Source: an optimization exercise on an open RTL-to-GDS flow (aim: small area, a short achievable clock period and few clock cycles per item). Production flows keep margins and buffers that such runs may drop.
Only simulation tests tie the RTL to the original design; equivalence was not proved.
No activity file was given, so power comes from the tool's default toggle rates.

File: design/flow/flow/run.sh
#!/bin/bash
# Layout flow: the standard ORFS flow (standard.sh, with the standard
# synthesis unchanged) run with different layout settings:
#  - every port still gets a buffer, but the smallest one (buf_1); timing
#    repair upsizes the ones on critical paths,
#  - a denser core (62% utilisation),
#  - a 5.0 ns setup margin for timing repair, so it works towards a 5 ns period,
#  - clock tree of clkbuf_8 buffers without dummy balancing loads.
# ORFS writes each tool's full log under orfs/logs/; the make output goes to
# standard.log.
set -euo pipefail
bash standard.sh \
  BUFFER_PORTS_ARGS="-buffer_cell sky130_fd_sc_hd__buf_1" \
  CORE_UTILIZATION=62 \
  SETUP_SLACK_MARGIN=5.0 \
  CTS_ARGS="-sink_clustering_enable -repair_clock_nets -dont_use_dummy_load -sink_clustering_size 24 -sink_clustering_max_diameter 60 -buf_list sky130_fd_sc_hd__clkbuf_8" \
  SKIP_GATE_CLONING=1 \
  finish > standard.log 2>&1
File: design/flow/standard.sh
#!/bin/bash
# synth_recipe.tcl (not shown) runs the flow's synth.tcl, then flattens the netlist and writes it again
# the make line also repeats each setting of config.mk as NAME=value (left out here)
make -C /OpenROAD-flow-scripts/flow DESIGN_CONFIG=/design/flow/config.mk WORK_HOME=/design/flow/orfs CLKGATE_MAP_FILE= SYNTH_SCRIPT=/design/flow/synth_recipe.tcl "${@:-finish}"
File: design/flow/config.mk
export PLATFORM = sky130hd
export DESIGN_NAME = irlib2_codec
export DESIGN_NICKNAME = irlib2_codec
export VERILOG_FILES = /design/flow/design.v
export SDC_FILE = /design/flow/constraint.sdc
export NUM_CORES = 4
export LEC_CHECK = 0
export CAP_MARGIN = 20
export CORE_MARGIN = 2
export CORE_UTILIZATION = 40
export SLEW_MARGIN = 20
export SYNTH_HIERARCHICAL = 1
File: design/flow/constraint.sdc
create_clock -name core_clock -period 10.0 [get_ports {clk}]
set_input_delay 2.0000 -clock core_clock [delete_from_list [all_inputs] [get_ports {clk}]]
set_output_delay 2.0000 -clock core_clock [all_outputs]
set_load 0.01 [all_outputs]
File: design/flow/design.v
module irlib2_codec (
  input  wire        clk,
  input  wire        rst,
  input  wire        cmd_valid,
  input  wire [63:0] cmd_word,
  output wire        cmd_ready,
  input  wire [3:0]  rd_addr,
  output wire [31:0] rd_data,
  input  wire        cap_we,
  input  wire [15:0] cap_idx,
  input  wire        cap_level,
  input  wire [15:0] cap_dur,
  output wire        tok_valid,
  output wire        tok_level,
  output wire [15:0] tok_dur,
  input  wire        tok_ready
);
  localparam [15:0] ZERO_MIN = 16'd300;
  localparam [15:0] ZERO_MAX = 16'd500;
  localparam [15:0] ONE_MIN  = 16'd600;
  localparam [15:0] ONE_MAX  = 16'd1000;
  localparam [15:0] HDR_MIN  = 16'd1200;
  localparam [15:0] HDR_MAX  = 16'd2000;
  localparam [7:0] SEED_DEFAULT = 8'hAE;
  localparam [7:0] FIXED_MARKER = 8'hAA;
  localparam [3:0] CK_OFFSET    = 4'hD;
  function [3:0] checksum;
    input [3:0] t;
    input [3:0] w;
    begin
      checksum = CK_OFFSET + t + w;
    end
  endfunction
  wire [3:0] op = cmd_word[63:60];
  wire hi_zero  = (cmd_word[59:40] == 20'd0);
  wire mid_zero = (cmd_word[39:16] == 24'd0);
  wire is_nop     = (op == 4'h0) && hi_zero && mid_zero && (cmd_word[15:0] == 16'd0);
  wire is_enc_tw  = (op == 4'h1) && hi_zero && mid_zero;
  wire is_enc_raw = (op == 4'h2) && hi_zero;
  wire is_dec     = (op == 4'h3) && hi_zero && mid_zero;
  wire is_cksum   = (op == 4'h4) && hi_zero && mid_zero;
  wire is_legal   = is_nop | is_enc_tw | is_enc_raw | is_dec | is_cksum;
  wire is_enc     = is_enc_tw | is_enc_raw;
  wire [3:0] ck_cmd = checksum(cmd_word[11:8], cmd_word[3:0]);
  reg enc_busy;
  irlib2_ready u_ready (
    .cmd_hi   (cmd_word[63:16]),
    .enc_busy (enc_busy),
    .cmd_ready(cmd_ready)
  );
  wire accept_enc = cmd_valid && is_enc && !enc_busy;
  wire accept_dec = cmd_valid && is_dec;
  wire accept_ck  = cmd_valid && is_cksum;
  wire accept_ill = cmd_valid && !is_legal;
  reg [3:0] ck_res;
  reg       cmd_err;
  always @(posedge clk) begin
    if (rst) begin
      ck_res  <= 4'd0;
      cmd_err <= 1'b0;
    end else begin
      if (accept_ck)
        ck_res <= ck_cmd;
      if (accept_ill)
        cmd_err <= 1'b1;
    end
  end
  wire cls0   = (cap_dur >= ZERO_MIN) && (cap_dur <= ZERO_MAX);
  wire cls1   = (cap_dur >= ONE_MIN)  && (cap_dur <= ONE_MAX);
  wire hdr_in = cap_level && (cap_dur >= HDR_MIN) && (cap_dur <= HDR_MAX);
  wire band   = cls0 | cls1;
  wire good_p0 = !cap_level && band;
  wire good_p1 =  cap_level && band;
  wire e0_p0   = !cap_level && !cls0;
  wire e0_p1   =  cap_level && !cls0;
  wire cap_wr = cap_we && (cap_idx[15:6] == 10'd0);
  reg        hdr_ok;
  reg [40:1] c_good;
  reg [40:1] c_e0;
  always @(posedge clk) begin
    if (cap_wr && cap_idx[5:0] == 6'd0)
      hdr_ok <= hdr_in;
  end
  genvar j;
  generate
    for (j = 1; j <= 40; j = j + 1) begin : g_cap
      always @(posedge clk) begin
        if (cap_wr && cap_idx[5:0] == j) begin
          c_good[j] <= ((j - 1) % 2) ? good_p1 : good_p0;
          c_e0[j]   <= ((j - 1) % 2) ? e0_p1   : e0_p0;
        end
      end
    end
  endgenerate
  wire all_good = &c_good;
  wire [4:0] grp_bad;
  wire [2:0] loc_idx [0:4];
  wire [4:0] loc_amb;
  generate
    for (j = 0; j < 5; j = j + 1) begin : g_grp
      wire [7:0] gg = c_good[8*j+8:8*j+1];
      wire [7:0] ge = c_e0[8*j+8:8*j+1];
      assign grp_bad[j] = !(&gg);
      assign loc_idx[j] = !gg[0] ? 3'd0 : !gg[1] ? 3'd1 : !gg[2] ? 3'd2 : !gg[3] ? 3'd3 :
                          !gg[4] ? 3'd4 : !gg[5] ? 3'd5 : !gg[6] ? 3'd6 : 3'd7;
      assign loc_amb[j] = !gg[0] ? ge[0] : !gg[1] ? ge[1] : !gg[2] ? ge[2] : !gg[3] ? ge[3] :
                          !gg[4] ? ge[4] : !gg[5] ? ge[5] : !gg[6] ? ge[6] : ge[7];
    end
  endgenerate
  wire [2:0] f_grp = grp_bad[0] ? 3'd0 : grp_bad[1] ? 3'd1 : grp_bad[2] ? 3'd2 :
                     grp_bad[3] ? 3'd3 : grp_bad[4] ? 3'd4 : 3'd5;
  wire [5:0] f_idx = {f_grp, f_grp == 3'd5 ? 3'd0 : loc_idx[f_grp]};
  wire       f_amb = loc_amb[f_grp];
  wire [15:0] n_field  = cmd_word[15:0];
  wire        n_big    = (n_field[15:6] != 10'd0);
  wire        hdr_fail = !hdr_ok || (!n_big && n_field[5:0] == 6'd0);
  wire [5:0]  m_slots  = n_field[5:0] - 6'd1;
  wire        m_le_f   = !n_big && (m_slots <= f_idx);
  wire        miss     = m_le_f && (m_slots != 6'd40);
  wire [1:0] err_nx   = hdr_fail ? 2'd1 :
                        miss     ? 2'd2 :
                        all_good ? 2'd0 : {1'b1, f_amb};
  wire [5:0] slots_nx = hdr_fail ? 6'd0 :
                        m_le_f   ? m_slots : f_idx;    
  wire [39:0] frame_nx;
  generate
    for (j = 0; j < 40; j = j + 1) begin : g_frame
      assign frame_nx[39 - j] = c_e0[j + 1];
    end
  endgenerate
  wire        ok_nx   = (err_nx == 2'd0);
  wire [7:0]  res_lo  = ok_nx ? frame_nx[7:0] : {err_nx, slots_nx};
  reg        dec_done;
  reg        dec_ok;
  reg [39:0] dec_res;
  always @(posedge clk) begin
    if (rst) begin
      dec_done <= 1'b0;
      dec_ok   <= 1'b0;
    end else if (accept_dec) begin
      dec_done <= 1'b1;
      dec_ok   <= ok_nx;
    end
  end
  always @(posedge clk) begin
    if (accept_dec)
      dec_res <= {frame_nx[39:8], res_lo};
  end
  wire        dec_fail  = dec_done && !dec_ok;
  wire [1:0]  err_rd    = dec_fail ? dec_res[7:6] : 2'd0;
  wire [5:0]  slots_rd  = dec_ok ? 6'd40 : dec_fail ? dec_res[5:0] : 6'd0;
  wire [39:0] dec_frame = dec_res;
  wire       ckmm    = dec_ok && (dec_frame[3:0] != checksum(dec_frame[19:16], dec_frame[11:8]));
  reg [5:0]  enc_d;
  reg [39:0] enc_fr;
  reg        enc_tw;
  wire tw = (op == 4'h1);
  always @(posedge clk) begin
    if (!enc_busy) begin
      enc_fr <= {cmd_word[39:20], cmd_word[19:16] | (ck_cmd & {4{tw}}), cmd_word[15:0]};
      enc_tw <= tw;
    end
  end
  always @(posedge clk) begin
    if (rst) begin
      enc_busy <= 1'b0;
    end else if (accept_enc) begin
      enc_busy <= 1'b1;
    end else if (tok_ready && enc_busy && enc_d == 6'd0) begin
      enc_busy <= 1'b0;
    end
  end
  localparam [15:0] TW_TOP = {SEED_DEFAULT, FIXED_MARKER};
  wire [5:0] nb     = enc_d - 6'd2;
  wire [5:0] fr_idx = enc_tw ? nb - 6'd8 : nb;
  wire       fr_bit = enc_fr[fr_idx];
  wire [5:0] nb_top = nb - 6'd24;
  wire       tw_bit = (nb >= 6'd24) ? TW_TOP[nb_top[3:0]] :
                      (nb >= 6'd8)  ? fr_bit :
                      (nb >= 6'd4)  ? 1'b0 : enc_fr[{4'b0100, nb[1:0]}];
  wire       nx_bit = enc_tw ? tw_bit : fr_bit;
  reg        slot_bit;
  always @(posedge clk) begin
    if (!enc_busy) begin
      enc_d <= 6'd41;
    end else if (tok_ready) begin
      enc_d    <= enc_d - 6'd1;
      slot_bit <= nx_bit;
    end
  end
  wire is_hdr = (enc_d == 6'd41);
  wire is_trl = (enc_d == 6'd0);
  assign tok_valid = enc_busy;
  assign tok_level = enc_d[0];
  assign tok_dur   = is_hdr ? 16'd1600 :
                     is_trl ? 16'd1000 :
                     slot_bit ? 16'd800 : 16'd400;
  wire [31:0] status = {24'd0, cmd_err, ckmm, err_rd, dec_ok, dec_done, 1'b0, enc_busy};
  irlib2_rdmux u_rdmux (
    .rd_addr  (rd_addr),
    .status   (status[7:0]),
    .dec_ok   (dec_ok),
    .dec_frame(dec_frame),
    .slots_rd (slots_rd),
    .ck_res   (ck_res),
    .rd_data  (rd_data)
  );
endmodule
module irlib2_ready (
  input  wire [63:16] cmd_hi,
  input  wire         enc_busy,
  output wire         cmd_ready
);
  wire [3:0] op       = cmd_hi[63:60];
  wire       hi_zero  = (cmd_hi[59:40] == 20'd0);
  wire       mid_zero = (cmd_hi[39:16] == 24'd0);
  wire       is_enc   = hi_zero && ((op == 4'h2) || (op == 4'h1 && mid_zero));
  assign cmd_ready = !(is_enc && enc_busy);
endmodule
module irlib2_rdmux (
  input  wire [3:0]  rd_addr,
  input  wire [7:0]  status,
  input  wire        dec_ok,
  input  wire [39:0] dec_frame,
  input  wire [5:0]  slots_rd,
  input  wire [3:0]  ck_res,
  output reg  [31:0] rd_data
);
  always @(*) begin
    case (rd_addr)
      4'h0:    rd_data = {24'd0, status};
      4'h1:    rd_data = dec_ok ? dec_frame[31:0] : 32'd0;
      4'h2:    rd_data = {24'd0, dec_ok ? dec_frame[39:32] : 8'd0};
      4'h3:    rd_data = {24'd0, 2'b00, dec_ok, 1'b0, dec_ok, 3'b000};
      4'h4:    rd_data = {31'd0, dec_ok};
      4'h5:    rd_data = {26'd0, slots_rd};
      4'h6:    rd_data = {28'd0, ck_res};
      default: rd_data = 32'd0;
    endcase
  end
endmodule
==> impl_metrics.tcl, run 1 <==
set metrics [dict create \
    initial_utilization_pct 63.6 \
    ant_nets 0 \
    finalClockSkew_ns 0.0407 \
    drv_cap 0 \
    drcViolationCount 0 \
    dr.first_iter.drc_count 739 \
    num_antenna_cells 0 \
    routed_wirelength_um 21700 \
    clock_tree_from_tritoncts "built" \
    cts_max_path_bufs 2 \
    ir_worst_vdd_mv 0.0873 \
    comb_power_share_pct 6.9 \
    whs_path_depth 0 \
    mostFrequentLayoutCell "sky130_fd_sc_hd__edfxtp_1" \
    grt_first_pass_wirelength_um 34800 \
    ys_types 73 \
    fmaxAchievable_mhz 199 \
    grt_start_max_net_pins 45 \
    place_hpwl_um 16000 \
    async_reset_ff_share_pct 0 \
    num_rows 44 \
    setup-violations-final 0 \
    dieWidth_um 126 \
    dieArea_um2 16000 \
    holdWs_ns 0.459 \
    cts.clk_slew.worst_paths_ns 0.09 \
    switching_power_mw 0.272 \
    category_of_the_critical_setup_timing_path "in -> out" \
    place.port_buffers 148 \
    slew_viol_final 0 \
    number_of_optimization_iterations_in_the_first_detailed_route_pass 6 \
    grt_setup_unrepaired "yes" \
    htreeDepth 4 \
    core-area_um2 14600 \
    worstRegToRegCells 13 \
    commonest_cells_after_routing_fill_and_taps_aside "163 x sky130_fd_sc_hd__edfxtp_1, 129 x sky130_fd_sc_hd__buf_1, 86 x sky130_fd_sc_hd__nor2_1" \
    layout-drive-gt1-share_pct 9.20 \
    boundaryPins 157 \
    postSynthCellCount 812 \
    p_per_area_nw_per_um2 122 \
    seq_area_frac_synth_pct 55.8 \
    synth_to_layout_area_growth_pct 12.2 \
    grt_antenna_before_repair 0 \
    synthFlopType "sky130_fd_sc_hd__edfxtp_1" \
    critical_path.slowest_cell "sky130_fd_sc_hd__mux2_4" \
    cts_root_buffer "sky130_fd_sc_hd__clkbuf_8" \
    timing.slew.headroom_pct 35.1 \
    setup.worst_path.end_class "output pin" \
    cpPeakStageDelay_ns 0.29 \
    number_of_cts_inserted_buffers 17 \
    clock_sinks 177 \
    cpLargestDelayFamily "compound AO/OA/AOI/OAI gates" \
    synth.cell_area_um2 9280 \
    fin_nets 1102 \
    global_route.overflow_total 0 \
    design_power_total_mw 1.27 \
    first_global_vias 6874 \
    crit_path_arrival_time_ns 3.03 \
    gp_congestion 0.946 \
    crit_cells 5 \
    run_status "no timing/DRC/antenna violations" \
    synth_enable_flop_cells 163 \
    route.detailed.wl_per_inst_um 18.9 \
    internal_power_mw 0.995 \
    grt_use_total_pct 28.0 \
    switching_share_pct 21.5 \
    seq_power_share_pct 64.1 \
    routed-via-count 7062 \
    crit_path_max_fanout 6 \
    final_hold_violations 0 \
    final.period_utilization_pct 50.3 \
    synth.avg_cell_area_um2 11.4 \
    crit_required_ns 8.00 \
    power_leakage_nw 3.75 \
    yosysWarningCount 8 \
    worst_hold_path_type "reg -> reg" \
    min_period_ns 5.03 \
    timing.critical_path.buf_inv 2 \
    synth.ff_latch_count 177 \
    worst_skew_pair.late_latency_ns 0.46 \
    critical_path.startpoint_type "input port" \
    clock_share_of_power_pct 29.0 \
    cell_by_cell_listing_of_the_critical_path "buf_12, mux2_4, a22o_1, a211o_1, buf_2" \
    chipHeight_um 126 \
    tightestPinTransition_ns 0.972 \
    fin_tns_setup_ns 0 \
    detail_route.vias_per_cell 6.14 \
]
==> worst paths after layout <==
| path | from | end | slack, ns |
|---|---|---|---|
| worst max register to register | c_good[2] | dec_res[2] | 5.61 |
| worst min-delay path | c_e0[16] | dec_res[24] | 0.46 |
| worst min register to register | c_e0[16] | dec_res[24] | 0.46 |
| worst max-delay path | rd_addr[0] | rd_data[0] | 4.97 |
==> layout make-up <==
cell class	instances	area, um^2
sequential	177	5170
fill	1074	4190
multi-input combinational	568	3880
timing repair buffer	159	714
clock buffer	17	234
tap	184	230
inverter	46	173
==> metrics by stage <==
step / std cells / instance area [um^2] / util (%) / setup WS [ns]
floorplan: 820 / 9310 / - / 5.08
CTS: 1149 / 10300 / 70.5 / 4.98
finish: 1151 / 10400 / 71.3 / 4.97
global placement: 1127 / 9950 / 68.2 / 4.46
global route: 1151 / 10400 / 71.3 / 4.93
detailed placement: 1127 / 9950 / 68.2 / 4.37
==> per-module statistics from Yosys (local to each module, per instance) <==
| module | area (um^2) | copies in the design |
|---|---|---|
| irlib2_codec | 8600 | 1 |
| irlib2_rdmux | 529 | 1 |
| irlib2_ready | 146 | 1 |
==> routing by layer <==
| metal | track usage [%] | vias up | wire length [um] |
|---|---|---|---|
| li1 | - | 3320 | - |
| met1 | 40.9 | 3355 | 9590 |
| met2 | 44.5 | 357 | 10000 |
| met3 | 4.56 | 30 | 1730 |
| met4 | 7.37 | 0 | 332 |
| met5 | 0 | - | 0 |
==> timing repair <==
action / in CTS / in global routing
pin swaps: 4 / 15
hold buffers: 0 / 0
resized for setup: 24 / 39
buffers inserted: 5 / 2
setup endpoints to repair: 33 / 35
==> cell usage after synthesis, types with 4 or more instances <==
cell,count,area [um^2]
sky130_fd_sc_hd__or3_1,7,43.8
sky130_fd_sc_hd__edfxtp_1,163,4890
sky130_fd_sc_hd__clkbuf_1,11,41.3
sky130_fd_sc_hd__nor4_1,26,163
sky130_fd_sc_hd__a21oi_1,37,185
sky130_fd_sc_hd__a21o_1,13,97.6
sky130_fd_sc_hd__nand3b_1,6,45.0
sky130_fd_sc_hd__a21boi_0,4,30.0
sky130_fd_sc_hd__nor3b_1,4,30.0
sky130_fd_sc_hd__buf_4,10,75.1
sky130_fd_sc_hd__a211oi_1,9,67.6
sky130_fd_sc_hd__o21ai_0,38,190
sky130_fd_sc_hd__o211ai_1,8,60.1
sky130_fd_sc_hd__inv_1,45,169
sky130_fd_sc_hd__mux2i_1,14,140
sky130_fd_sc_hd__a211o_1,4,35.0
sky130_fd_sc_hd__nand3_1,28,140
sky130_fd_sc_hd__and2_1,35,219
sky130_fd_sc_hd__dfxtp_1,14,280
sky130_fd_sc_hd__and3_1,9,56.3
sky130_fd_sc_hd__nand4_1,13,81.3
sky130_fd_sc_hd__xnor2_1,14,123
sky130_fd_sc_hd__ha_1,25,313
sky130_fd_sc_hd__nor2b_1,16,100
sky130_fd_sc_hd__nand2b_1,14,87.6
sky130_fd_sc_hd__a22oi_1,7,52.6
sky130_fd_sc_hd__nor2_1,88,330
sky130_fd_sc_hd__nand2_1,45,169
sky130_fd_sc_hd__nor3_1,11,55.1
sky130_fd_sc_hd__xor2_1,8,70.1
sky130_fd_sc_hd__mux4_2,10,225
sky130_fd_sc_hd__a31oi_1,10,62.6
==> registers in the layout (all words and copies together) (netlist names) <==
| name | flops |
|---|---|
| c_e0 | 40 |
| c_good | 40 |
| ck_res | 4 |
| cmd_err | 1 |
| dec_done | 1 |
| dec_ok | 1 |
| dec_res | 40 |
| enc_busy | 1 |
| enc_d | 6 |
| enc_fr | 40 |
| enc_tw | 1 |
| hdr_ok | 1 |
| slot_bit | 1 |
==> logic make-up (layout without fill, tap and decap cells) <==
family | Yosys count | after routing | share of synthesized area, %
AND/OR/NAND/NOR | 329 | 329 | 19.4
flip-flops | 177 | 177 | 55.8
AO/OA/AOI/OAI | 155 | 155 | 10.9
buffers and inverters | 75 | 222 | 3.74
adder cells (fa/ha/maj) | 27 | 27 | 3.80
multiplexers | 26 | 26 | 4.18
XOR/XNOR | 22 | 22 | 2.08
other | 1 | 9 | 0.0404
==> power by group through the flow <==
| stage | Clock (mW) | Combinational [mW] | Sequential (mW) |
|---|---|---|---|
| 2_1_floorplan | 0 | 0.0421 | 0.828 |
| 6_report | 0.367 | 0.0875 | 0.812 |
| 5_1_grt | 0.396 | 0.0960 | 0.813 |
| 4_1_cts | 0.372 | 0.0832 | 0.812 |
| 3_3_place_gp | 0 | 0.0760 | 0.828 |
| 3_5_place_dp | 0 | 0.0794 | 0.829 |
Testbench counts, summed over its fixed seeds: cycles 15,389, frames 410.
==> run 2: changes to the inputs <==
--- a/design/flow/flow/run.sh
+++ b/design/flow/flow/run.sh
@@ -15,4 +15,4 @@
   SETUP_SLACK_MARGIN=5.0 \
   CTS_ARGS="-sink_clustering_enable -repair_clock_nets -dont_use_dummy_load -sink_clustering_size 24 -sink_clustering_max_diameter 60 -buf_list sky130_fd_sc_hd__clkbuf_8" \
-  SKIP_GATE_CLONING=1 \
+  GPL_TIMING_DRIVEN=0 \
   finish > standard.log 2>&1
==> run 2 against run 1 <==
Against the previous run:
- still clean on timing, DRC and antenna
- worst setup slack got worse by 0.0074 ns
- global-route usage rose by 0.83 points
- clock power barely moved
- total power rose by 0.41%
- final cell count rose by 2.4%
- register-to-register slack got worse by 0.06 ns
- clock-buffer cell count did not move
- worst hold slack got worse by 0.019 ns
- critical path depth did not move
- sequential power barely moved
- critical path type unchanged
- critical endpoint is now rd_data[2]
- largest cell class unchanged
- highest routed layer unchanged
==> impl_metrics.tcl, run 2 <==
set metrics [dict create \
    run_status "no timing/DRC/antenna violations" \
    fin_tns_setup_ns 0 \
    crit_path_max_fanout 7 \
    initial_utilization_pct 63.6 \
    number_of_optimization_iterations_in_the_first_detailed_route_pass 5 \
    category_of_the_critical_setup_timing_path "in -> out" \
    ys_types 73 \
    yosysWarningCount 8 \
    num_antenna_cells 0 \
    yosysMostFrequentCell "sky130_fd_sc_hd__edfxtp_1" \
    seq_area_frac_synth_pct 55.8 \
    num_rows 44 \
    clock_tree_from_tritoncts "built" \
    critical_path.startpoint_type "input port" \
    drcViolationCount 0 \
    ir_worst_vdd_mv 0.0961 \
    routed-via-count 7349 \
    global_route.overflow_total 0 \
    multi_input_area_um2 3910 \
    synth.cells.most_frequent "163 x sky130_fd_sc_hd__edfxtp_1, 88 x sky130_fd_sc_hd__nor2_1, 45 x sky130_fd_sc_hd__inv_1, 45 x sky130_fd_sc_hd__nand2_1, 38 x sky130_fd_sc_hd__o21ai_0" \
    power_leakage_nw 3.98 \
    grt_antenna_before_repair 0 \
    synth_enable_flop_cells 163 \
    worst_skew_pair.late_latency_ns 0.47 \
    synth.ff_latch_count 177 \
    place_hpwl_um 16800 \
    ant_nets 0 \
    tightestPinTransition_ns 0.913 \
    slew_viol_final 0 \
    first_global_vias 7010 \
    fin_nets 1130 \
    crit_required_ns 8.00 \
    setup.worst_path.end_class "output pin" \
    final.period_utilization_pct 50.4 \
    setup-violations-final 0 \
    commonest_cells_after_routing_fill_and_taps_aside "163 x sky130_fd_sc_hd__edfxtp_1, 110 x sky130_fd_sc_hd__buf_1, 84 x sky130_fd_sc_hd__nor2_1" \
    synth_to_layout_area_growth_pct 16.1 \
    postLayoutCellArea_um2 10800 \
    synth_largest_area_cell "sky130_fd_sc_hd__edfxtp_1" \
    boundaryPins 157 \
    cts_max_path_bufs 2 \
    detail_route.vias_per_cell 6.23 \
    layout-drive-gt1-share_pct 14.1 \
    switching_power_mw 0.274 \
    switching_share_pct 21.5 \
    mostFrequentLayoutCell "sky130_fd_sc_hd__edfxtp_1" \
    route.detailed.wl_per_inst_um 19.2 \
    timing.slew.headroom_pct 39.2 \
    final-seq-area_um2 5170 \
    grt_setup_unrepaired "yes" \
    synth_top_cell_area_share_pct 52.8 \
    number_of_cts_inserted_buffers 17 \
    gp_congestion 0.945 \
    internal_power_mw 0.998 \
    grt_use_total_pct 28.8 \
    design_power_total_mw 1.27 \
    p_per_area_nw_per_um2 118 \
    holdWs_ns 0.439 \
    routed_wirelength_um 22600 \
    comb_power_share_pct 7.3 \
    clock_sinks 177 \
    dpl_cell_area_um2 10200 \
    grt_first_pass_wirelength_um 35800 \
    drv_cap 0 \
    post-place-ws_ns 4.55 \
    dieArea_um2 16000 \
    chipHeight_um 126 \
    cts_root_buffer "sky130_fd_sc_hd__clkbuf_8" \
    worst_hold_path_type "reg -> reg" \
    dieWidth_um 126 \
    post-route-worst-setup-slack_ns 4.96 \
    place.port_buffers 146 \
    synth.cell_area_um2 9280 \
    crit_path_arrival_time_ns 3.04 \
    finalClockSkew_ns 0.0311 \
    fill_cells 1055 \
    synthFlopType "sky130_fd_sc_hd__edfxtp_1" \
    async_reset_ff_share_pct 0 \
    clock_share_of_power_pct 28.8 \
    fmaxAchievable_mhz 198 \
    final_hold_violations 0 \
    dr.first_iter.drc_count 722 \
    synth_area_leaders "sky130_fd_sc_hd__edfxtp_1 53%, sky130_fd_sc_hd__nor2_1 3.6%, sky130_fd_sc_hd__ha_1 3.4%" \
    synth.avg_cell_area_um2 11.4 \
    cts.clk_slew.worst_paths_ns 0.09 \
    core-area_um2 14600 \
    grt_start_max_net_pins 41 \
    seq_power_share_pct 63.9 \
    postSynthCellCount 812 \
    htreeDepth 4 \
    min_period_ns 5.04 \
]
## run 2: cell types whose count changed in the layout (fill, tap and decap cells not counted), sizes merged
cell | previous run | this run
buf | 150 | 162
clkbuf | 26 | 42
## run 2: per-stage QoR
step | std cells | utilization [%]
after detailed placement | 1155 | 69.8
after CTS | 1179 | 73.0
after floorplan | 820 | -
after global routing | 1179 | 73.8
final | 1179 | 73.8
after global placement | 1150 | 69.1
## run 2: path summary, 6_finish.rpt
path                      end  startpoint  cells past startpoint  slack (ns)
setup / recovery   rd_data[2]  rd_addr[2]                      5        4.96
hold / removal    dec_res[39]     c_e0[1]                      0        0.44
setup reg to reg   dec_res[2]   c_good[2]                     15        5.55
hold reg to reg   dec_res[39]     c_e0[1]                      0        0.44
## run 2: layout make-up
cell class              count  share of cell area, %
clock buffers              17                   2.17
well taps                 184                   2.14
multi-input cells         568                   36.3
plain buffers              29                   2.06
inverters                  46                   1.60
repair buffers            158                   7.66
flip-flops and latches    177                   48.1
## run 2: what timing repair did
item                                    4_1_cts  5_1_grt
pin swaps                                    13       11
endpoints found under the hold margin         0        0
endpoints found under the setup margin       29       37
hold buffers                                  0        0
gates resized for setup                      62       46
gates cloned                                  3        0
setup buffers                                 4        0
## run 2: kinds of logic after synthesis
kind of cell    share of synthesized area [%]
simple gates                             19.4
flops                                    55.8
compound gates                           10.9
buf+inv                                  3.74
fa+ha+maj                                3.80
mux                                      4.18
xor+xnor                                 2.08
other cells                            0.0404
## run 2: power by group through the flow
stage                     combinational, mW  clock, mW  sequential (mW)
final                                0.0928      0.367            0.812
after global routing                  0.101      0.398            0.813
after CTS                            0.0901      0.370            0.813
after detailed placement             0.0841          0            0.829
after global placement               0.0794          0            0.828
after floorplan                      0.0421          0            0.828
## run 2: metal layers
metal | up-vias | GRT usage, % | routed length [um]
met5 | - | 0 | 0
met2 | 357 | 45.1 | 10500
li1 | 3400 | - | -
met4 | 0 | 8.86 | 485
met1 | 3540 | 41.1 | 9760
met3 | 52 | 6.20 | 1800
## run 2: Yosys stat by module (local to each module, per instance)
module        area, um^2  cells  flip-flops and latches
irlib2_rdmux         529     79                       0
irlib2_ready         146     19                       0
irlib2_codec        8600    714                     177
## run 2: worst max-delay path, stage by stage
cell and delay [ns]:
sky130_fd_sc_hd__buf_8 0.10, sky130_fd_sc_hd__or3b_1 0.39, sky130_fd_sc_hd__buf_6 0.16, sky130_fd_sc_hd__o211ai_1 0.21
sky130_fd_sc_hd__buf_2 0.18
==> run 3: changes to the inputs <==
--- a/design/flow/flow/run.sh
+++ b/design/flow/flow/run.sh
@@ -15,4 +15,3 @@
   SETUP_SLACK_MARGIN=5.0 \
   CTS_ARGS="-sink_clustering_enable -repair_clock_nets -dont_use_dummy_load -sink_clustering_size 24 -sink_clustering_max_diameter 60 -buf_list sky130_fd_sc_hd__clkbuf_8" \
-  GPL_TIMING_DRIVEN=0 \
   finish > standard.log 2>&1
==> run 3 against run 2 <==
Against the previous run:
- worst hold slack improved by 0.019 ns
- clock skew increased by 0.012 ns
- non-clock buffer count decreased by 27
- sequential power about the same
- clock power about the same
- register-to-register slack about the same
- largest cell class unchanged
==> impl_metrics.tcl, run 3 <==
set metrics [dict create \
    worst_hold_path_type "reg -> reg" \
    slew_viol_final 0 \
    number_of_optimization_iterations_in_the_first_detailed_route_pass 6 \
    dpl_cell_area_um2 9950 \
    dieWidth_um 126 \
    synthFlopType "sky130_fd_sc_hd__edfxtp_1" \
    postSynthCellCount 812 \
    final_hold_violations 0 \
    number_of_cts_inserted_buffers 17 \
    initial_utilization_pct 63.6 \
    critical_path.slowest_cell "sky130_fd_sc_hd__mux2_2" \
    synth_area_leaders "sky130_fd_sc_hd__edfxtp_1 53%, sky130_fd_sc_hd__nor2_1 3.6%, sky130_fd_sc_hd__ha_1 3.4%" \
    chipHeight_um 126 \
    dr.first_iter.drc_count 808 \
    layout-drive-gt1-share_pct 10.8 \
    met3RoutedLength_um 1910 \
    synth.ff_latch_count 177 \
    crit_path_arrival_time_ns 3.01 \
    global_route.overflow_total 0 \
    setup-violations-final 0 \
    yosys-mux-area-fraction_pct 4.18 \
    cell_by_cell_listing_of_the_critical_path "clkbuf_16, mux2_2, a22o_1, a211o_1, buf_2" \
    synth.avg_cell_area_um2 11.4 \
    maxUsedRoutingLayer "met4" \
    power_leakage_nw 3.83 \
    final.period_utilization_pct 50.1 \
    num_antenna_cells 0 \
    fmaxAchievable_mhz 200 \
    category_of_the_critical_setup_timing_path "in -> out" \
    cts_max_path_bufs 2 \
    synth_largest_area_cell "sky130_fd_sc_hd__edfxtp_1" \
    cpPeakStageDelay_ns 0.33 \
    boundaryPins 157 \
    crit_required_ns 8.00 \
    dieArea_um2 16000 \
    synth.cell_area_um2 9280 \
    synth-xor-area-share_pct 2.08 \
    routed-via-count 7197 \
    clock_tree_from_tritoncts "built" \
    route.detailed.wl_per_inst_um 19.5 \
    place.port_buffers 148 \
    crit_path_max_fanout 5 \
    p_per_area_nw_per_um2 121 \
    async_reset_ff_share_pct 0 \
    tightestPinTransition_ns 0.974 \
    place_hpwl_um 16000 \
    drv_cap 0 \
    clock_sinks 177 \
    routed_wirelength_um 22500 \
    synthAdderAreaFrac_pct 3.80 \
    seq_area_frac_synth_pct 55.8 \
    share_of_the_synthesized_area_in_compound_gates_ao_oa_aoi_oai_pct 10.9 \
    gp_congestion 0.946 \
    finalClockSkew_ns 0.0426 \
    synth_top_family_by_area "simple AND/OR/NAND/NOR gates" \
    synth_top_cell_area_share_pct 52.8 \
    grt_setup_unrepaired "yes" \
    yosysWarningCount 8 \
    detailed_routed_wire_length_on_met2_um 10500 \
    commonest_cells_after_routing_fill_and_taps_aside "163 x sky130_fd_sc_hd__edfxtp_1, 118 x sky130_fd_sc_hd__buf_1, 86 x sky130_fd_sc_hd__nor2_1" \
    ant_nets 0 \
    cts_root_buffer "sky130_fd_sc_hd__clkbuf_8" \
    first_global_vias 6922 \
    htreeDepth 4 \
    grt_first_pass_wirelength_um 35500 \
    grt_antenna_before_repair 0 \
    fin_tns_setup_ns 0 \
    timing.slew.headroom_pct 35.0 \
    critical_path.startpoint_type "input port" \
    drcViolationCount 0 \
    synth.cells.most_frequent "163 x sky130_fd_sc_hd__edfxtp_1, 88 x sky130_fd_sc_hd__nor2_1, 45 x sky130_fd_sc_hd__inv_1, 45 x sky130_fd_sc_hd__nand2_1, 38 x sky130_fd_sc_hd__o21ai_0" \
    post_synth_and_or_nand_nor_area_fraction_pct 19.4 \
    detail_route.vias_per_cell 6.23 \
    fin_nets 1106 \
    synth_enable_flop_cells 163 \
    worst_skew_pair.late_latency_ns 0.46 \
    mostFrequentLayoutCell "sky130_fd_sc_hd__edfxtp_1" \
    setup.worst_path.end_class "output pin" \
    grt_use_total_pct 28.8 \
    num_rows 44 \
    min_period_ns 5.01 \
    yosysMostFrequentCell "sky130_fd_sc_hd__edfxtp_1" \
    postLayoutCellArea_um2 10500 \
    ir_worst_vdd_mv 0.0867 \
    m1WireLength_um 9870 \
    grt_start_max_net_pins 45 \
    run_status "no timing/DRC/antenna violations" \
    core-area_um2 14600 \
    synth_to_layout_area_growth_pct 13.1 \
    cts.clk_slew.worst_paths_ns 0.09 \
    ys_types 73 \
]
run 3: cell types whose count changed in the layout (fill, tap and decap cells not counted), moves of 4 or more:
cell,delta
sky130_fd_sc_hd__and2_1,+6
sky130_fd_sc_hd__and2_4,-6
sky130_fd_sc_hd__buf_1,+8
sky130_fd_sc_hd__buf_2,+4
sky130_fd_sc_hd__buf_6,-9
sky130_fd_sc_hd__buf_8,-9
sky130_fd_sc_hd__clkbuf_1,-8
sky130_fd_sc_hd__clkbuf_2,-10
run 3: layout make-up:
cell class	count	area [um^2]
inverters	46	173
flip-flops and latches	177	5170
repair buffers	160	754
fillers	1075	4100
well taps	184	230
clock buffers	17	234
multi-input cells	571	3930
run 3: modules after synthesis, one instance, submodules excluded:
module        cells  area, um^2
irlib2_codec    714        8600
irlib2_rdmux     79         529
irlib2_ready     19         146
run 3: metal layers:
| metal | vias up | GRT usage [%] |
|---|---|---|
| li1 | 3344 | - |
| met1 | 3443 | 42.0 |
| met2 | 380 | 45.6 |
| met3 | 30 | 4.47 |
| met4 | 0 | 8.08 |
| met5 | - | 0 |
run 3: timing repair:
action                     4_1_cts  5_1_grt
pin swaps                        8       17
hold buffers                     0        0
cloned                           2        2
setup buffers                    5        2
gates resized for setup         42       30
setup endpoints to repair       33       29
run 3: cells by family after synthesis:
family,count (synthesis)
other cells,1
compound gates,155
buf+inv,75
fa+ha+maj,27
mux,26
xor+xnor,22
simple gates,329
flops,177
run 3: worst max-delay path: cells and delay by family:
| kind | cells | cell delay (ns) |
|---|---|---|
| buffers and inverters | 2 | 0.25 |
| AOI/OAI and AO/OA | 2 | 0.43 |
| muxes | 1 | 0.33 |
run 3: worst paths after layout:
check	from	to	slack [ns]	cells past startpoint
hold / removal	c_e0[14]	dec_res[26]	0.46	0
setup reg to reg	c_good[2]	dec_res[1]	5.54	14
hold reg to reg	c_e0[14]	dec_res[26]	0.46	0
setup / recovery	rd_addr[0]	rd_data[0]	4.99	5
run 3: stage by stage:
step | hold slack (ns) | util (%) | instances | total power [mW] | setup slack (ns)
floorplan | 0.418 | - | 820 | 0.870 | 5.08
global placement | 0.432 | 68.2 | 1127 | 0.904 | 4.46
detailed placement | 0.439 | 68.2 | 1127 | 0.908 | 4.37
CTS | 0.462 | 70.9 | 1151 | 1.27 | 5.00
global route | 0.477 | 71.9 | 1155 | 1.31 | 4.98
finish | 0.458 | 71.9 | 1155 | 1.27 | 4.99
run 3: where the power goes:
part / leakage [nW] / switching [mW] / internal [mW]
Clock: 0.122 / 0.217 / 0.150
Combinational: 2.15 / 0.0546 / 0.0363
Sequential: 1.56 / 0.00237 / 0.810
Total: 3.83 / 0.274 / 0.996
==> run 4: changes to the inputs <==
--- a/design/flow/flow/run.sh
+++ b/design/flow/flow/run.sh
@@ -6,5 +6,6 @@
 #  - a denser core (62% utilisation),
 #  - a 5.0 ns setup margin for timing repair, so it works towards a 5 ns period,
-#  - clock tree of clkbuf_8 buffers without dummy balancing loads.
+#  - clock tree of clkbuf_8 buffers without dummy balancing loads,
+#  - no gate cloning during timing repair.
 # ORFS writes each tool's full log under orfs/logs/; the make output goes to
 # standard.log.
@@ -15,3 +16,5 @@
   SETUP_SLACK_MARGIN=5.0 \
   CTS_ARGS="-sink_clustering_enable -repair_clock_nets -dont_use_dummy_load -sink_clustering_size 24 -sink_clustering_max_diameter 60 -buf_list sky130_fd_sc_hd__clkbuf_8" \
+  SKIP_GATE_CLONING=1 \
+  PLACE_DENSITY=0.75 \
   finish > standard.log 2>&1
==> run 4 against run 3 <==
Against the previous run:
- sequential power about the same
- area after synthesis unchanged
- via count down 0.89%
- die area unchanged
- worst hold slack worse by 0.0071 ns
- sequential share of layout area up 0.87 points
- maximum frequency down 0.24%
- first-iteration DRC count down 17%
- non-clock buffer count down 8
- combinational power down 7.0%
- register-to-register slack better by 0.06 ns
- critical path depth unchanged
- largest cell class unchanged
- highest routed layer unchanged
==> impl_metrics.tcl, run 4 <==
set metrics [dict create \
    dr.first_iter.drc_count 667 \
    worst_hold_path_type "reg -> reg" \
    worst_r2r_startpoint "c_good[1]" \
    chipHeight_um 126 \
    regToRegEndpoint "dec_res[2]" \
    clock_tree_from_tritoncts "built" \
    seq_power_share_pct 64.3 \
    setup.worst_path.end_class "output pin" \
    holdWs_ns 0.451 \
    first_global_vias 6827 \
    postLayoutCellArea_um2 10300 \
    initial_utilization_pct 63.6 \
    switching_share_pct 21.5 \
    drv_cap 0 \
    synth.avg_cell_area_um2 11.4 \
    timing.slew.headroom_pct 30.1 \
    synthFlopType "sky130_fd_sc_hd__edfxtp_1" \
    crit_path_max_fanout 14 \
    slew_viol_final 0 \
    worst_skew_pair.late_latency_ns 0.46 \
    final_util_pct 70.7 \
    dieWidth_um 126 \
    routed-via-count 7133 \
    worst_setup_path_startpoint "rd_addr[0]" \
    postSynthCellCount 812 \
    grt_first_pass_wirelength_um 35100 \
    yosysMostFrequentCell "sky130_fd_sc_hd__edfxtp_1" \
    worstRegToRegCells 13 \
    dpl_cell_area_um2 9940 \
    run_status "no timing/DRC/antenna violations" \
    cts_max_path_bufs 2 \
    crit_required_ns 8.00 \
    place_hpwl_um 16400 \
    tightestPinTransition_ns 1.05 \
    grt_start_max_net_pins 45 \
    layout-drive-gt1-share_pct 7.60 \
    setup-violations-final 0 \
    yosysWarningCount 8 \
    cts_root_buffer "sky130_fd_sc_hd__clkbuf_8" \
    synth.cell_area_um2 9280 \
    num_antenna_cells 0 \
    final_hold_violations 0 \
    place.port_buffers 148 \
    fin_nets 1095 \
    fill_cells 1075 \
    drcViolationCount 0 \
    route.detailed.wl_per_inst_um 19.5 \
    ys_types 73 \
    final.period_utilization_pct 50.2 \
    fin_tns_setup_ns 0 \
    critical_path.startpoint_type "input port" \
    category_of_the_critical_setup_timing_path "in -> out" \
    grt_use_total_pct 28.3 \
    global_route.overflow_total 0 \
    setup.reg_to_reg.worst_slack_ns 5.60 \
    mostFrequentLayoutCell "sky130_fd_sc_hd__edfxtp_1" \
    clock_sinks 177 \
    core-area_um2 14600 \
    comb_power_share_pct 6.7 \
    dieArea_um2 16000 \
    detail_route.vias_per_cell 6.24 \
    switching_power_mw 0.271 \
    finalClockSkew_ns 0.0326 \
    synth_to_layout_area_growth_pct 11.1 \
    number_of_optimization_iterations_in_the_first_detailed_route_pass 5 \
    seq_area_frac_synth_pct 55.8 \
    cts.clk_slew.worst_paths_ns 0.08 \
    fmaxAchievable_mhz 199 \
    crit_path_arrival_time_ns 3.02 \
    synth_enable_flop_cells 163 \
    async_reset_ff_share_pct 0 \
    internal_power_mw 0.993 \
    clock_share_of_power_pct 29.0 \
    ir_worst_vdd_mv 0.0934 \
    synth_top_cell_area_share_pct 52.8 \
    gp_congestion 0.966 \
    p_per_area_nw_per_um2 123 \
    num_rows 44 \
    commonest_cells_after_routing_fill_and_taps_aside "163 x sky130_fd_sc_hd__edfxtp_1, 133 x sky130_fd_sc_hd__buf_1, 85 x sky130_fd_sc_hd__nor2_1" \
    synth_area_leaders "sky130_fd_sc_hd__edfxtp_1 53%, sky130_fd_sc_hd__nor2_1 3.6%, sky130_fd_sc_hd__ha_1 3.4%" \
    boundaryPins 157 \
    design_power_total_mw 1.26 \
    synth_largest_area_cell "sky130_fd_sc_hd__edfxtp_1" \
    htreeDepth 4 \
    grt_antenna_before_repair 0 \
    number_of_cts_inserted_buffers 17 \
    ant_nets 0 \
    synth.ff_latch_count 177 \
    synth.cells.most_frequent "163 x sky130_fd_sc_hd__edfxtp_1, 88 x sky130_fd_sc_hd__nor2_1, 45 x sky130_fd_sc_hd__inv_1, 45 x sky130_fd_sc_hd__nand2_1, 38 x sky130_fd_sc_hd__o21ai_0" \
    grt_setup_unrepaired "yes" \
    power_leakage_nw 3.69 \
    routed_wirelength_um 22300 \
    cp-endpoint "rd_data[0]" \
    min_period_ns 5.02 \
]
==> run 4: cell count changes in the layout (fill, tap and decap cells not counted), sizes merged <==
cell,change
clkbuf,-2
and4b,-3
buf,-6
==> run 4: power groups by stage <==
stage / clock [mW] / sequential [mW] / combinational (mW)
5_1_grt: 0.402 / 0.813 / 0.0920
2_1_floorplan: 0 / 0.828 / 0.0421
3_5_place_dp: 0 / 0.829 / 0.0792
3_3_place_gp: 0 / 0.828 / 0.0762
4_1_cts: 0.370 / 0.813 / 0.0819
6_report: 0.367 / 0.813 / 0.0845
==> run 4: cell type report <==
class	count	area [um^2]	area share (%)
flip-flops and latches	177	5170	50.2
multi-input cells	568	3840	37.3
repair buffers	152	654	6.35
clock buffers	17	234	2.27
well taps	184	230	2.23
inverters	46	173	1.67
==> run 4: per-stage QoR <==
stage / setup WS (ns) / std cells
detailed placement: 4.41 / 1125
global route: 4.94 / 1144
CTS: 5.00 / 1144
finish: 4.98 / 1144
floorplan: 5.08 / 820
global placement: 4.53 / 1125
==> run 4: critical path, cell delays in order <==
cell                      delay, ns
sky130_fd_sc_hd__buf_12        0.12
sky130_fd_sc_hd__mux2_4        0.29
sky130_fd_sc_hd__a22o_1        0.20
sky130_fd_sc_hd__a211o_1       0.26
sky130_fd_sc_hd__buf_2         0.14
==> run 4: Yosys stat by module (local to each module, per instance) <==
module	area, um^2	cells	flip-flops and latches
irlib2_ready	146	19	0
irlib2_rdmux	529	79	0
irlib2_codec	8600	714	177
==> run 4: logic make-up after synthesis <==
| group | Yosys count | synth area share [%] |
|---|---|---|
| AOI/OAI and AO/OA | 155 | 10.9 |
| xor gates and xnor gates | 22 | 2.08 |
| adders and majority gates | 27 | 3.80 |
| buffers and inverters | 75 | 3.74 |
| and+or+nand+nor | 329 | 19.4 |
| DFF | 177 | 55.8 |
| other | 1 | 0.0404 |
| muxes | 26 | 4.18 |
==> run 4: metal layers <==
metal  wire length (um)  up-vias  share of wire, %  GRT usage (%)
li1                   -     3320                 -              -
met1               9560     3409                43           41.9
met2              10300      363                46           44.2
met3               2020       41               9.1           4.51
met4                391        0               1.8           8.21
met5                  0        -                 0              0
==> run 4: worst min path at each step <==
stage,startpoint,end,slack (ns),cells past startpoint
after floorplan,c_e0[29],dec_res[11],0.42,0
after global placement,c_e0[31],dec_res[9],0.44,0
after detailed placement,c_e0[31],dec_res[9],0.44,0
after CTS,c_e0[1],dec_res[39],0.45,0
after global routing,c_e0[1],dec_res[39],0.46,0
final,c_e0[1],dec_res[39],0.45,0
==> run 4: timing repair <==
| action | CTS | global route |
|---|---|---|
| setup buffers | 2 | 0 |
| hold buffers | 0 | 0 |
| endpoints found under the setup margin | 33 | 31 |
| gates resized for setup | 26 | 14 |
| endpoints found under the hold margin | 0 | 0 |
| pin swaps | 2 | 6 |
==> run 5: changes to the inputs <==
--- a/design/flow/flow/run.sh
+++ b/design/flow/flow/run.sh
@@ -17,4 +17,3 @@
   CTS_ARGS="-sink_clustering_enable -repair_clock_nets -dont_use_dummy_load -sink_clustering_size 24 -sink_clustering_max_diameter 60 -buf_list sky130_fd_sc_hd__clkbuf_8" \
   SKIP_GATE_CLONING=1 \
-  PLACE_DENSITY=0.75 \
   finish > standard.log 2>&1
==> run 5 against run 4 <==
Against the previous run:
- sequential share of layout area shrank 0.45 points
- non-clock buffer count grew 7
- sequential cell count is the same
- die area is the same
- clock-buffer cell count is the same
- critical path depth is the same
- synthesized cell count is the same
- global-route usage shrank 0.34 points
- total power grew 0.24%
- register-to-register slack is essentially flat
- critical path type unchanged
- critical endpoint unchanged
- highest routed layer unchanged
==> impl_metrics.tcl, run 5 <==
set metrics [dict create \
    async_reset_ff_share_pct 0 \
    hold_path_startpoint "c_e0[16]" \
    cts_max_path_bufs 2 \
    tightestPinTransition_ns 0.972 \
    dieWidth_um 126 \
    timing.slew.headroom_pct 35.1 \
    finalClockSkew_ns 0.0407 \
    grt_antenna_before_repair 0 \
    setup.reg_to_reg.worst_slack_ns 5.61 \
    detail_route.vias_per_cell 6.14 \
    num_antenna_cells 0 \
    fill_cells 1074 \
    place_hpwl_um 16000 \
    category_of_the_critical_setup_timing_path "in -> out" \
    worstRegToRegCells 13 \
    critical_path.startpoint_type "input port" \
    worst_r2r_startpoint "c_good[2]" \
    clock_sinks 177 \
    slew_viol_final 0 \
    ant_nets 0 \
    min_period_ns 5.03 \
    routed_wirelength_um 21700 \
    final.period_utilization_pct 50.3 \
    synth_largest_area_cell "sky130_fd_sc_hd__edfxtp_1" \
    grt_start_max_net_pins 45 \
    p_per_area_nw_per_um2 122 \
    whs_path_depth 0 \
    yosysWarningCount 8 \
    layout-drive-gt1-share_pct 9.20 \
    synthFlopType "sky130_fd_sc_hd__edfxtp_1" \
    postLayoutCellArea_um2 10400 \
    clock_tree_from_tritoncts "built" \
    power_leakage_nw 3.75 \
    crit_path_arrival_time_ns 3.03 \
    mostFrequentLayoutCell "sky130_fd_sc_hd__edfxtp_1" \
    fmaxAchievable_mhz 199 \
    regToRegEndpoint "dec_res[2]" \
    route.detailed.wl_per_inst_um 18.9 \
    synth.cell_area_um2 9280 \
    gp_congestion 0.946 \
    chipHeight_um 126 \
    synth_top_cell_area_share_pct 52.8 \
    seq_area_frac_synth_pct 55.8 \
    worst_hold_path_type "reg -> reg" \
    htreeDepth 4 \
    cts_root_buffer "sky130_fd_sc_hd__clkbuf_8" \
    number_of_optimization_iterations_in_the_first_detailed_route_pass 6 \
    ys_types 73 \
    synth.cells.most_frequent "163 x sky130_fd_sc_hd__edfxtp_1, 88 x sky130_fd_sc_hd__nor2_1, 45 x sky130_fd_sc_hd__inv_1, 45 x sky130_fd_sc_hd__nand2_1, 38 x sky130_fd_sc_hd__o21ai_0" \
    core-area_um2 14600 \
    worst_skew_pair.late_latency_ns 0.46 \
    ir_worst_vdd_mv 0.0873 \
    final_hold_violations 0 \
    setup-violations-final 0 \
    fin_tns_setup_ns 0 \
    drv_cap 0 \
    dpl_cell_area_um2 9950 \
    grt_first_pass_wirelength_um 34800 \
    commonest_cells_after_routing_fill_and_taps_aside "163 x sky130_fd_sc_hd__edfxtp_1, 129 x sky130_fd_sc_hd__buf_1, 86 x sky130_fd_sc_hd__nor2_1" \
    synth_enable_flop_cells 163 \
    dieArea_um2 16000 \
    synth.avg_cell_area_um2 11.4 \
    num_rows 44 \
    synth_area_leaders "sky130_fd_sc_hd__edfxtp_1 53%, sky130_fd_sc_hd__nor2_1 3.6%, sky130_fd_sc_hd__ha_1 3.4%" \
    grt_use_total_pct 28.0 \
    initial_utilization_pct 63.6 \
    crit_path_max_fanout 6 \
    synth.ff_latch_count 177 \
    number_of_cts_inserted_buffers 17 \
    grt_setup_unrepaired "yes" \
    yosysMostFrequentCell "sky130_fd_sc_hd__edfxtp_1" \
    fin_nets 1102 \
    first_global_vias 6874 \
    setup.worst_path.end_class "output pin" \
    dr.first_iter.drc_count 739 \
    cts.clk_slew.worst_paths_ns 0.09 \
    cts.hold.buffers_added 0 \
    global_route.overflow_total 0 \
    drcViolationCount 0 \
    crit_required_ns 8.00 \
    run_status "no timing/DRC/antenna violations" \
    synth_to_layout_area_growth_pct 12.2 \
    boundaryPins 157 \
    postSynthCellCount 812 \
    place.port_buffers 148 \
    routed-via-count 7062 \
    min_delay_worst_endpoint "dec_res[24]" \
]
==> run 5: layer usage <==
layer	wire length, um	vias to the layer above	GRT usage, %
met2	10000	357	44.5
met4	332	0	7.37
li1	-	3320	-
met3	1730	30	4.56
met1	9590	3355	40.9
met5	0	-	0
==> run 5: layout make-up <==
type                            count  area [um^2]  share of cell area (%)
Timing Repair Buffer              159          714                    6.87
Multi-Input combinational cell    568         3880                    37.3
Inverter                           46          173                    1.66
Clock buffer                       17          234                    2.25
Sequential cell                   177         5170                    49.7
Tap cell                          184          230                    2.21
==> run 5: cells by family after synthesis <==
logic type,count (synthesis),synth area share [%]
DFF,177,55.8
muxes,26,4.18
adders and majority gates,27,3.80
AOI/OAI and AO/OA,155,10.9
buffers and inverters,75,3.74
and+or+nand+nor,329,19.4
other,1,0.0404
xor gates and xnor gates,22,2.08
==> run 5: worst max path at each step <==
stage	endpoint	slack [ns]	cells after the start	start
6_report	rd_data[0]	4.97	5	rd_addr[0]
5_1_grt	rd_data[0]	4.93	5	rd_addr[2]
4_1_cts	rd_data[24]	4.98	6	rd_addr[2]
3_5_place_dp	rd_data[24]	4.37	4	rd_addr[0]
3_3_place_gp	rd_data[28]	4.46	4	rd_addr[0]
2_1_floorplan	rd_data[3]	5.08	5	rd_addr[3]
==> run 5: modules after synthesis, one instance, submodules excluded <==
module / cells / flip-flops and latches
irlib2_codec: 714 / 177
irlib2_rdmux: 79 / 0
irlib2_ready: 19 / 0
==> run 5: through the flow <==
| stage | hold slack, ns | total power [mW] | utilization (%) | worst slack, ns | cells |
|---|---|---|---|---|---|
| floorplan | 0.418 | 0.870 | - | 5.08 | 820 |
| global placement | 0.432 | 0.904 | 68.2 | 4.46 | 1127 |
| detailed placement | 0.439 | 0.908 | 68.2 | 4.37 | 1127 |
| CTS | 0.462 | 1.27 | 70.5 | 4.98 | 1149 |
| global route | 0.475 | 1.31 | 71.3 | 4.93 | 1151 |
| finish | 0.459 | 1.27 | 71.3 | 4.97 | 1151 |
==> run 5: critical path: stages <==
cell and delay, ns:
sky130_fd_sc_hd__buf_12 0.11, sky130_fd_sc_hd__mux2_4 0.29, sky130_fd_sc_hd__a22o_1 0.23, sky130_fd_sc_hd__a211o_1 0.26, sky130_fd_sc_hd__buf_2 0.14
==> run 5: repair_timing <==
item                                    in CTS  in global routing
pin swaps                                    4                 15
buffers inserted                             5                  2
hold endpoints to repair                     0                  0
endpoints found under the setup margin      33                 35
resized for setup                           24                 39
==> run 5: report_power, final <==
part           switching, mW  internal, mW
Clock                  0.217         0.150
Sequential           0.00238         0.810
Combinational         0.0530        0.0345
==> run 6: changes to the inputs <==
--- a/design/flow/flow/run.sh
+++ b/design/flow/flow/run.sh
@@ -7,5 +7,6 @@
 #  - a 5.0 ns setup margin for timing repair, so it works towards a 5 ns period,
 #  - clock tree of clkbuf_8 buffers without dummy balancing loads,
-#  - no gate cloning during timing repair.
+#  - no gate cloning during timing repair,
+#  - global placement at a target density of 0.75.
 # ORFS writes each tool's full log under orfs/logs/; the make output goes to
 # standard.log.
@@ -13,7 +14,8 @@
 bash standard.sh \
   BUFFER_PORTS_ARGS="-buffer_cell sky130_fd_sc_hd__buf_1" \
-  CORE_UTILIZATION=62 \
+  CORE_UTILIZATION=58 \
   SETUP_SLACK_MARGIN=5.0 \
   CTS_ARGS="-sink_clustering_enable -repair_clock_nets -dont_use_dummy_load -sink_clustering_size 24 -sink_clustering_max_diameter 60 -buf_list sky130_fd_sc_hd__clkbuf_8" \
   SKIP_GATE_CLONING=1 \
+  PLACE_DENSITY=0.75 \
   finish > standard.log 2>&1
==> run 6 against run 5 <==
Against the previous run:
- still clean
- design area up 1.1%
- final cell count increased by 2.5%
- total power down 0.28%
- worst setup slack gained 0.015 ns
- critical path depth is the same
==> impl_metrics.tcl, run 6 <==
set metrics [dict create \
    min_period_ns 5.02 \
    layout-drive-gt1-share_pct 10.2 \
    grt_setup_unrepaired "yes" \
    cts_max_path_bufs 2 \
    min_delay_worst_endpoint "dec_res[11]" \
    routed_wirelength_um 21200 \
    crit_path_arrival_time_ns 3.02 \
    htreeDepth 4 \
    gp_congestion 0.898 \
    drv_cap 0 \
    hold_path_startpoint "c_e0[29]" \
    synth_enable_flop_cells 163 \
    dpl_cell_area_um2 9980 \
    dr.first_iter.drc_count 606 \
    setup.worst_path.end_class "output pin" \
    first_global_vias 6420 \
    chipHeight_um 130 \
    whs_path_depth 0 \
    p_per_area_nw_per_um2 120 \
    crit_required_ns 8.00 \
    detail_route.vias_per_cell 5.88 \
    synth_top_cell_area_share_pct 52.8 \
    finalClockSkew_ns 0.0339 \
    fin_tns_setup_ns 0 \
    grt_start_max_net_pins 45 \
    tightestPinTransition_ns 0.995 \
    run_status "no timing/DRC/antenna violations" \
    category_of_the_critical_setup_timing_path "in -> out" \
    synth_to_layout_area_growth_pct 13.4 \
    slew_viol_final 0 \
    core-area_um2 15800 \
    setup-violations-final 0 \
    crit_path_max_fanout 8 \
    worst_skew_pair.late_latency_ns 0.48 \
    cts.hold.buffers_added 0 \
    grt_first_pass_wirelength_um 32600 \
    fmaxAchievable_mhz 199 \
    postSynthCellCount 812 \
    timing.slew.headroom_pct 33.6 \
    clock_tree_from_tritoncts "built" \
    number_of_cts_inserted_buffers 17 \
    ys_types 73 \
    place.port_buffers 148 \
    final.period_utilization_pct 50.2 \
    setup.reg_to_reg.worst_slack_ns 5.57 \
    mostFrequentLayoutCell "sky130_fd_sc_hd__edfxtp_1" \
    dieArea_um2 17000 \
    synth.cell_area_um2 9280 \
    async_reset_ff_share_pct 0 \
    synthFlopType "sky130_fd_sc_hd__edfxtp_1" \
    synth.avg_cell_area_um2 11.4 \
    final_hold_violations 0 \
    clock_sinks 177 \
    cts.clk_slew.worst_paths_ns 0.08 \
    grt_use_total_pct 25.4 \
    seq_area_frac_synth_pct 55.8 \
    worst_hold_path_type "reg -> reg" \
    ir_worst_vdd_mv 0.0775 \
    synth_area_leaders "sky130_fd_sc_hd__edfxtp_1 53%, sky130_fd_sc_hd__nor2_1 3.6%, sky130_fd_sc_hd__ha_1 3.4%" \
    regToRegEndpoint "dec_res[1]" \
    num_rows 46 \
    num_antenna_cells 0 \
    dieWidth_um 130 \
    synth.cells.most_frequent "163 x sky130_fd_sc_hd__edfxtp_1, 88 x sky130_fd_sc_hd__nor2_1, 45 x sky130_fd_sc_hd__inv_1, 45 x sky130_fd_sc_hd__nand2_1, 38 x sky130_fd_sc_hd__o21ai_0" \
    boundaryPins 157 \
    commonest_cells_after_routing_fill_and_taps_aside "163 x sky130_fd_sc_hd__edfxtp_1, 123 x sky130_fd_sc_hd__buf_1, 85 x sky130_fd_sc_hd__nor2_1" \
    place_hpwl_um 15200 \
    routed-via-count 6934 \
    fin_nets 1099 \
    global_route.overflow_total 0 \
    synth.ff_latch_count 177 \
    ant_nets 0 \
    number_of_optimization_iterations_in_the_first_detailed_route_pass 5 \
    worst_r2r_startpoint "c_good[4]" \
    synth_largest_area_cell "sky130_fd_sc_hd__edfxtp_1" \
    worstRegToRegCells 14 \
    route.detailed.wl_per_inst_um 18.0 \
    cts_root_buffer "sky130_fd_sc_hd__clkbuf_8" \
    critical_path.startpoint_type "input port" \
    yosysWarningCount 8 \
    postLayoutCellArea_um2 10500 \
    yosysMostFrequentCell "sky130_fd_sc_hd__edfxtp_1" \
    grt_antenna_before_repair 0 \
    drcViolationCount 0 \
    initial_utilization_pct 58.8 \
    power_leakage_nw 3.78 \
]
[run 6: cell counts after synthesis]
Identical to the previous run, type by type.
[run 6: layout make-up]
| cell class | instances | area [um^2] |
|---|---|---|
| fill | 1236 | 5250 |
| sequential | 177 | 5170 |
| inverter | 46 | 173 |
| tap | 216 | 270 |
| multi-input combinational | 568 | 3920 |
| clock buffer | 17 | 234 |
| timing repair buffer | 156 | 749 |
[run 6: report_power, final]
part | leakage [nW] | internal [mW] | switching [mW] | total [mW]
clock | 0.122 | 0.150 | 0.215 | 0.365
sequential | 1.56 | 0.810 | 0.00246 | 0.812
combinational | 2.10 | 0.0341 | 0.0518 | 0.0858
[run 6: per-layer routing]
metal | up-vias | routed length [um] | track usage [%]
li1 | 3335 | - | -
met1 | 3255 | 9620 | 37.1
met2 | 306 | 9590 | 39.1
met3 | 38 | 1590 | 4.28
met4 | 0 | 403 | 8.57
met5 | - | 0 | 0
[run 6: cell families after synthesis]
logic type	after synthesis	share of synthesized area, %
simple gates	329	19.4
flops	177	55.8
compound gates	155	10.9
buf+inv	75	3.74
fa+ha+maj	27	3.80
mux	26	4.18
xor+xnor	22	2.08
other cells	1	0.0404
[run 6: worst max-delay path by stage]
stage,from,endpoint,slack (ns),depth (start not counted)
2_1_floorplan,rd_addr[3],rd_data[3],5.08,5
3_3_place_gp,rd_addr[0],rd_data[29],4.46,4
3_5_place_dp,rd_addr[0],rd_data[0],4.39,4
4_1_cts,rd_addr[1],rd_data[12],4.95,5
5_1_grt,rd_addr[0],rd_data[0],4.95,5
6_report,rd_addr[0],rd_data[0],4.98,5
[run 6: per-module statistics from Yosys, one instance, submodules excluded]
module	cells inside	copies in the design
irlib2_codec	714	1
irlib2_rdmux	79	1
irlib2_ready	19	1
[run 6: repair_timing]
action                                  in CTS  in global routing
resized for setup                           21                 65
setup buffers                                0                  6
pin swaps                                    6                 11
cloned                                       0                  0
endpoints found under the setup margin      33                 34
[run 6: worst max-delay path: stages]
cell                      delay, ns
sky130_fd_sc_hd__buf_12        0.10
sky130_fd_sc_hd__mux2_2        0.33
sky130_fd_sc_hd__a22o_1        0.21
sky130_fd_sc_hd__a211o_1       0.24
sky130_fd_sc_hd__buf_2         0.14
[run 6: stage by stage]
stage	worst slack, ns	hold WS [ns]	utilization [%]	cells	power, mW
floorplan	5.08	0.418	-	820	0.870
global placement	4.46	0.428	63.3	1157	0.904
detailed placement	4.39	0.426	63.3	1157	0.906
CTS	4.95	0.445	65.1	1174	1.26
global route	4.95	0.456	66.7	1180	1.31
finish	4.98	0.444	66.7	1180	1.26
==> run 7: changes to the inputs <==
--- a/design/flow/flow/run.sh
+++ b/design/flow/flow/run.sh
@@ -14,5 +14,5 @@
 bash standard.sh \
   BUFFER_PORTS_ARGS="-buffer_cell sky130_fd_sc_hd__buf_1" \
-  CORE_UTILIZATION=58 \
+  CORE_UTILIZATION=62 \
   SETUP_SLACK_MARGIN=5.0 \
   CTS_ARGS="-sink_clustering_enable -repair_clock_nets -dont_use_dummy_load -sink_clustering_size 24 -sink_clustering_max_diameter 60 -buf_list sky130_fd_sc_hd__clkbuf_8" \
==> run 7 against run 6 <==
Against the previous run:
- sequential cell count is the same
- non-clock buffer count shrank 4
- design area shrank 2.0%
- clock skew shrank 0.0013 ns
- global-route usage grew 3.0 points
- area after synthesis is the same
- largest cell class unchanged
- sequential share of layout area grew 1.0 points
- critical path depth is the same
==> impl_metrics.tcl, run 7 <==
set metrics [dict create \
    first_global_vias 6827 \
    place_hpwl_um 16400 \
    finalClockSkew_ns 0.0326 \
    power_leakage_nw 3.69 \
    ys_types 73 \
    synth.avg_cell_area_um2 11.4 \
    yosysWarningCount 8 \
    grt_first_pass_wirelength_um 35100 \
    postSynthCellCount 812 \
    category_of_the_critical_setup_timing_path "in -> out" \
    async_reset_ff_share_pct 0 \
    slew_viol_final 0 \
    route.detailed.wl_per_inst_um 19.5 \
    synth_enable_flop_cells 163 \
    synth_largest_area_cell "sky130_fd_sc_hd__edfxtp_1" \
    cts_root_buffer "sky130_fd_sc_hd__clkbuf_8" \
    critical_path.slowest_cell "sky130_fd_sc_hd__mux2_4" \
    grt_setup_unrepaired "yes" \
    crit_required_ns 8.00 \
    fin_nets 1095 \
    worst_setup_path_startpoint "rd_addr[0]" \
    design_power_total_mw 1.26 \
    setup.worst_path.end_class "output pin" \
    cts.clk_slew.worst_paths_ns 0.08 \
    ir_worst_vdd_mv 0.0934 \
    dieWidth_um 126 \
    worst_skew_pair.late_latency_ns 0.46 \
    p_per_area_nw_per_um2 123 \
    fmaxAchievable_mhz 199 \
    drcViolationCount 0 \
    layout-drive-gt1-share_pct 7.60 \
    cpPeakStageDelay_ns 0.29 \
    grt_start_max_net_pins 45 \
    chipHeight_um 126 \
    hold_path_startpoint "c_e0[1]" \
    core-area_um2 14600 \
    fin_tns_setup_ns 0 \
    routed-via-count 7133 \
    synth.cells.most_frequent "163 x sky130_fd_sc_hd__edfxtp_1, 88 x sky130_fd_sc_hd__nor2_1, 45 x sky130_fd_sc_hd__inv_1, 45 x sky130_fd_sc_hd__nand2_1, 38 x sky130_fd_sc_hd__o21ai_0" \
    setup-violations-final 0 \
    ant_nets 0 \
    cell_by_cell_listing_of_the_critical_path "buf_12, mux2_4, a22o_1, a211o_1, buf_2" \
    critical_path.startpoint_type "input port" \
    run_status "no timing/DRC/antenna violations" \
    final_hold_violations 0 \
    clock_sinks 177 \
    htreeDepth 4 \
    global_route.overflow_total 0 \
    commonest_cells_after_routing_fill_and_taps_aside "163 x sky130_fd_sc_hd__edfxtp_1, 133 x sky130_fd_sc_hd__buf_1, 85 x sky130_fd_sc_hd__nor2_1" \
    number_of_cts_inserted_buffers 17 \
    worst_hold_path_type "reg -> reg" \
    synth_to_layout_area_growth_pct 11.1 \
    final.period_utilization_pct 50.2 \
    num_antenna_cells 0 \
    timing.slew.headroom_pct 30.1 \
    seq_area_frac_synth_pct 55.8 \
    synthFlopType "sky130_fd_sc_hd__edfxtp_1" \
    gp_congestion 0.966 \
    detail_route.vias_per_cell 6.24 \
    synth.ff_latch_count 177 \
    mostFrequentLayoutCell "sky130_fd_sc_hd__edfxtp_1" \
    crit_path_max_fanout 14 \
    cpLargestDelayFamily "compound AO/OA/AOI/OAI gates" \
    synth_area_leaders "sky130_fd_sc_hd__edfxtp_1 53%, sky130_fd_sc_hd__nor2_1 3.6%, sky130_fd_sc_hd__ha_1 3.4%" \
    routed_wirelength_um 22300 \
    synth_top_cell_area_share_pct 52.8 \
    boundaryPins 157 \
    dr.first_iter.drc_count 667 \
    synth.cell_area_um2 9280 \
    number_of_optimization_iterations_in_the_first_detailed_route_pass 5 \
    dieArea_um2 16000 \
    initial_utilization_pct 63.6 \
    worst_r2r_startpoint "c_good[1]" \
    cts_max_path_bufs 2 \
    yosysMostFrequentCell "sky130_fd_sc_hd__edfxtp_1" \
    drv_cap 0 \
    timing.critical_path.buf_inv 2 \
    cts.hold.buffers_added 0 \
    min_period_ns 5.02 \
    grt_antenna_before_repair 0 \
    place.port_buffers 148 \
    grt_use_total_pct 28.3 \
    crit_path_arrival_time_ns 3.02 \
    tightestPinTransition_ns 1.05 \
    num_rows 44 \
    clock_tree_from_tritoncts "built" \
]
## run 7: path summary, 6_finish.rpt
| path | to | slack (ns) | cells after the start |
|---|---|---|---|
| worst max register to register | dec_res[2] | 5.60 | 13 |
| worst min-delay path | dec_res[39] | 0.45 | 0 |
| worst min register to register | dec_res[39] | 0.45 | 0 |
| worst max-delay path | rd_data[0] | 4.98 | 5 |
## run 7: area by class of cell
cell class	instances	area, um^2
clock buffers	17	234
fillers	1075	4280
inverters	46	173
multi-input cells	568	3840
flip-flops and latches	177	5170
well taps	184	230
repair buffers	152	654
## run 7: where the power goes
group | leakage, nW | internal (mW) | switching [mW]
registers | 1.56 | 0.810 | 0.00255
logic | 2.01 | 0.0324 | 0.0521
clock network | 0.122 | 0.150 | 0.217
total | 3.69 | 0.993 | 0.271
## run 7: repair_timing
item	CTS	global route
hold endpoints to repair	0	0
pin swaps	2	6
gates cloned	0	0
gates resized for setup	26	14
setup endpoints to repair	33	31
setup buffers	2	0
## run 7: per-module statistics from Yosys (local to each module, per instance)
module        cell area (um^2)  times used  flip-flops and latches
irlib2_ready               146           1                       0
irlib2_codec              8600           1                     177
irlib2_rdmux               529           1                       0
## run 7: through the flow
stage               utilization (%)  cell area (um^2)  std cells  worst slack (ns)  hold WS [ns]
floorplan                         -              9310        820              5.08         0.418
global placement               68.1              9940       1125              4.53         0.436
detailed placement             68.1              9940       1125              4.41         0.436
CTS                            70.4             10300       1144              5.00         0.450
global route                   70.7             10300       1144              4.94         0.462
finish                         70.7             10300       1144              4.98         0.451
## run 7: metal layers
layer	wire length (um)	track usage (%)	part of all wire, %	up-vias
met2	10300	44.2	46	363
met1	9560	41.9	43	3409
met5	0	0	0	-
met4	391	8.21	1.8	0
li1	-	-	-	3320
met3	2020	4.51	9.1	41
## run 7: cells by family after synthesis
family	synth area share, %
compound gates	10.9
xor+xnor	2.08
fa+ha+maj	3.80
buf+inv	3.74
flops	55.8
mux	4.18
other cells	0.0404
simple gates	19.4

Re-timed with assumed drivers on the ports (clkbuf_16 on the clock, buf_2 on other inputs), run 7 has 4.919 ns of setup slack against 4.980 ns with ideal ports, and 4.776 ns once port delays also move by the mid clock arrival of 0.485 ns.
